Background: an optimization exercise with open tools, aiming at small area, a short achievable clock period and few clock cycles. Do not read the settings as production practice. The RTL was checked by simulation tests, not by an equivalence proof against the original design. Power figures rest on the tool's default switching activity, not on a simulated workload.

## slang_core
module slang_core (
    input  wire        clk,
    input  wire        rst,           
    output reg         mem_req,
    output reg         mem_we,
    output reg         mem_ram,
    output reg  [11:0] mem_addr,
    output reg  [7:0]  mem_wdata,
    input  wire        mem_ack,
    input  wire [7:0]  mem_rdata,
    output reg         con_valid,
    output reg  [7:0]  con_data,
    output wire        halted,
    output wire        faulted,
    output wire [3:0]  fault_code,
    input  wire [3:0]  dbg_sel,
    output wire [63:0] dbg_data
);
clock: 10.0 ns
lec_check: 0
cap_margin: 20
cell_pad_in_sites_detail_placement: 2
cell_pad_in_sites_global_placement: 4
core_margin: 2
core_utilization: 25
place_density: 0.45
setup_slack_margin: 2.5
slew_margin: 20
tns_end_percent: 0
run.sh (not shown) runs the stock make flow with config.mk's settings and CLKGATE_MAP_FILE= SYNTH_SCRIPT=/design/flow/synth_recipe.tcl, a recipe that flattens the netlist after the stock synthesis.
Testbench counts at the start, summed over its fixed seeds: cycles 289,532.
Then changed:
--- a/flow/config.mk
+++ b/flow/config.mk
@@ -14 +13,0 @@
-export SETUP_SLACK_MARGIN = 2.5
@@ -16 +14,0 @@
-export TNS_END_PERCENT = 0
Effect: Now the flow finished but failed the layout checks on negative setup slack; critical path depth falls by 3; cell count falls slightly; register-to-register slack got worse by 0.27 ns; core utilization falls by 0.33 points; total power falls slightly; clock power grows by a few percent; count of clock-buffer cells in the layout fell by 12; worst hold slack stays flat.

* * *

## the previous run
slang_core, a different RTL version from the one above (not shown whole).
For scale: about 11,000 cells after synthesis, ~1,200 flip-flops, ~120 I/O pins, roughly 82,000 um^2 of cells after synthesis.
clock: 10.0 ns
lec_check: 0
cap_margin: 20
cell_pad_in_sites_detail_placement: 2
cell_pad_in_sites_global_placement: 4
core_margin: 2
core_utilization: 25
place_density: 0.45
setup_slack_margin: 2.5
slew_margin: 20
tns_end_percent: 0
Testbench counts of the previous run, summed over its fixed seeds: cycles 289,918.
### the previous run -> the current run
- changing SETUP_SLACK_MARGIN from 2.5 to 3.5
==> summary.txt <==
Of the two values seen for cell with the largest stage delay on the worst path, sky130_fd_sc_hd__dfxtp_1 was produced by the current run and sky130_fd_sc_hd__o31ai_1 by the previous run.
Against the previous run, the current run reports a via count of the first global-routing pass that is higher.
The previous run vs the current run, source of the critical timing path: st[1]$_SDFF_PP0_ vs acc[3]$_SDFFE_PP0P_
Worst hold slack: the current run vs the previous run, no meaningful difference
Of the current run and the previous run, the run reporting the lower final worst-path cycle share was the current run.
Net load switching power ends up higher on the current run.

* * *

Another version of the RTL of slang_core (not shown whole).
Size: about 11000 cells after synthesis, about 1200 flip-flops, roughly 120 I/O pins.
Settings: LEC_CHECK=0, CAP_MARGIN=20, CELL_PAD_IN_SITES_DETAIL_PLACEMENT=2, CELL_PAD_IN_SITES_GLOBAL_PLACEMENT=4, CORE_MARGIN=2, CORE_UTILIZATION=25, PLACE_DENSITY=0.45, SETUP_SLACK_MARGIN=4.5, SLEW_MARGIN=20, TNS_END_PERCENT=0; clock period 10.0 ns.
Testbench counts at the start, summed over its fixed seeds: cycles 289,918.
==> next run, changes <==
--- a/flow/config.mk
+++ b/flow/config.mk
@@ -14 +14 @@
-export SETUP_SLACK_MARGIN = 4.5
+export SETUP_SLACK_MARGIN = 3.5
Via count is about the same.
Clock-buffer cell count rose by 9.
Routed wire length fell by 1.0%.
Register-to-register slack gets better by 120 ps.

* * *

the reference run:
Another version of the RTL of slang_core (not shown whole).
Size: about 1200 flip-flops, roughly 120 I/O pins, roughly 82000 um2 of cells after synthesis.
clock: 10.0 ns
lec_check: 0
cap_margin: 20
cell_pad_in_sites_detail_placement: 1
cell_pad_in_sites_global_placement: 2
core_margin: 2
core_utilization: 35
place_density: 0.55
setup_slack_margin: 3.5
slew_margin: 20
tns_end_percent: 0
The flow for the reference run finished, though final verification flagged capacitance limit, slew limit.
Testbench counts of the reference run, summed over its fixed seeds: cycles 289,918.
Modified inputs, the trial run compared to the reference run
# the reference run
export LEC_CHECK = 0
export CAP_MARGIN = 20
export CELL_PAD_IN_SITES_DETAIL_PLACEMENT = 1
export CELL_PAD_IN_SITES_GLOBAL_PLACEMENT = 2
export CORE_MARGIN = 2
export CORE_UTILIZATION = 35
export PLACE_DENSITY = 0.55
export SETUP_SLACK_MARGIN = 3.5
export SLEW_MARGIN = 20
export TNS_END_PERCENT = 0
create_clock -name core_clock -period 10.0 [get_ports {clk}]
# the trial run
export LEC_CHECK = 0
export CAP_MARGIN = 20
export CELL_PAD_IN_SITES_DETAIL_PLACEMENT = 2
export CELL_PAD_IN_SITES_GLOBAL_PLACEMENT = 4
export CORE_MARGIN = 2
export CORE_UTILIZATION = 25
export PLACE_DENSITY = 0.45
export SETUP_SLACK_MARGIN = 3.5
export SLEW_MARGIN = 20
export TNS_END_PERCENT = 0
create_clock -name core_clock -period 10.0 [get_ports {clk}]
==> summary.txt <==
- Of the reference run and the trial run, only the trial run finishes the flow clean.
- Layout checks on the reference run: not met. Flow itself completed; violations: capacitance limit, slew limit.
- Share of power burned in the clock network on the trial run is up relative to the reference run.
- Sort the reference run and the trial run by share of the clock period used by the worst path after layout, ascending, and the trial run comes first.
- Cmp the reference run and the trial run / highest clock frequency the design can meet / lower: the reference run
- Comparing effective utilization at floorplan for the reference run and the trial run, the bigger number came from the reference run.
- The trial run: required time of the critical path 230 ps above the reference run
- Taking the reference run as the reference, in the trial run routed metal-1 wirelength increased 79000 um; power density of the placed cells now larger; fraction of standard cell area that is sequential lower.
- Die height, the reference run and the trial run: lower on the reference run
- The trial run vs the reference run, worst setup slack went up by 510 ps.
- Diff the reference run -> the trial run | post-place instance area | up by a few percent
- For the trial run, the destination of the critical timing path was pidx_r[2], unlike the reference run, where it was F[21].

==> what the ideal ports hide <==
The flow's constraints put no driver on any port. The routed layouts listed below were extracted and timed again, unchanged, in two steps. Step 1, drivers: a clkbuf_16 drives clk and a buf_2 each remaining input, both assumed. Step 2 adds t to the input delays and takes it off the output delays; t is the mean of the earliest and latest rising clock arrival at the registers after step 1. Input paths then give back, and output paths get back, about the clock's delay inside the block. a / b / c = no drivers / after step 1 / after step 2; a / b = the first two.
run | t (ns) | setup slack, ns | worst register clock-pin slew, ns | worst data-port slew with drivers (ns) | cell pins on the clock port's net
the first run of note 1 | 0.977 | 0.513 / 0.395 / 0.572 | 0.08 / 0.08 | 0.05 | 1
the second run of note 1 | 0.993 | -0.004 / -0.097 / 0.420 | 0.07 / 0.07 | 0.05 | 1
the previous run | 0.968 | 1.821 / 1.801 / 1.527 | 0.07 / 0.07 | 0.06 | 1
the current run | 0.974 | 2.337 / 2.264 / 1.817 | 0.07 / 0.07 | 0.07 | 1
the first run of note 3 | 0.979 | 2.962 / 2.909 / 2.156 | 0.07 / 0.07 | 0.09 | 1
the second run of note 3 | 0.964 | 3.082 / 3.082 / 2.295 | 0.07 / 0.07 | 0.05 | 1
the reference run | 0.966 | 2.520 / 2.520 / 1.981 | 0.07 / 0.07 | 0.10 | 1
the trial run | 1.051 | 3.026 / 3.026 / 2.229 | 0.07 / 0.07 | 0.07 | 1
The setup slack of the first run of note 3, which loses most, moves by -0.053 ns with the drivers and by -0.806 ns with both steps.
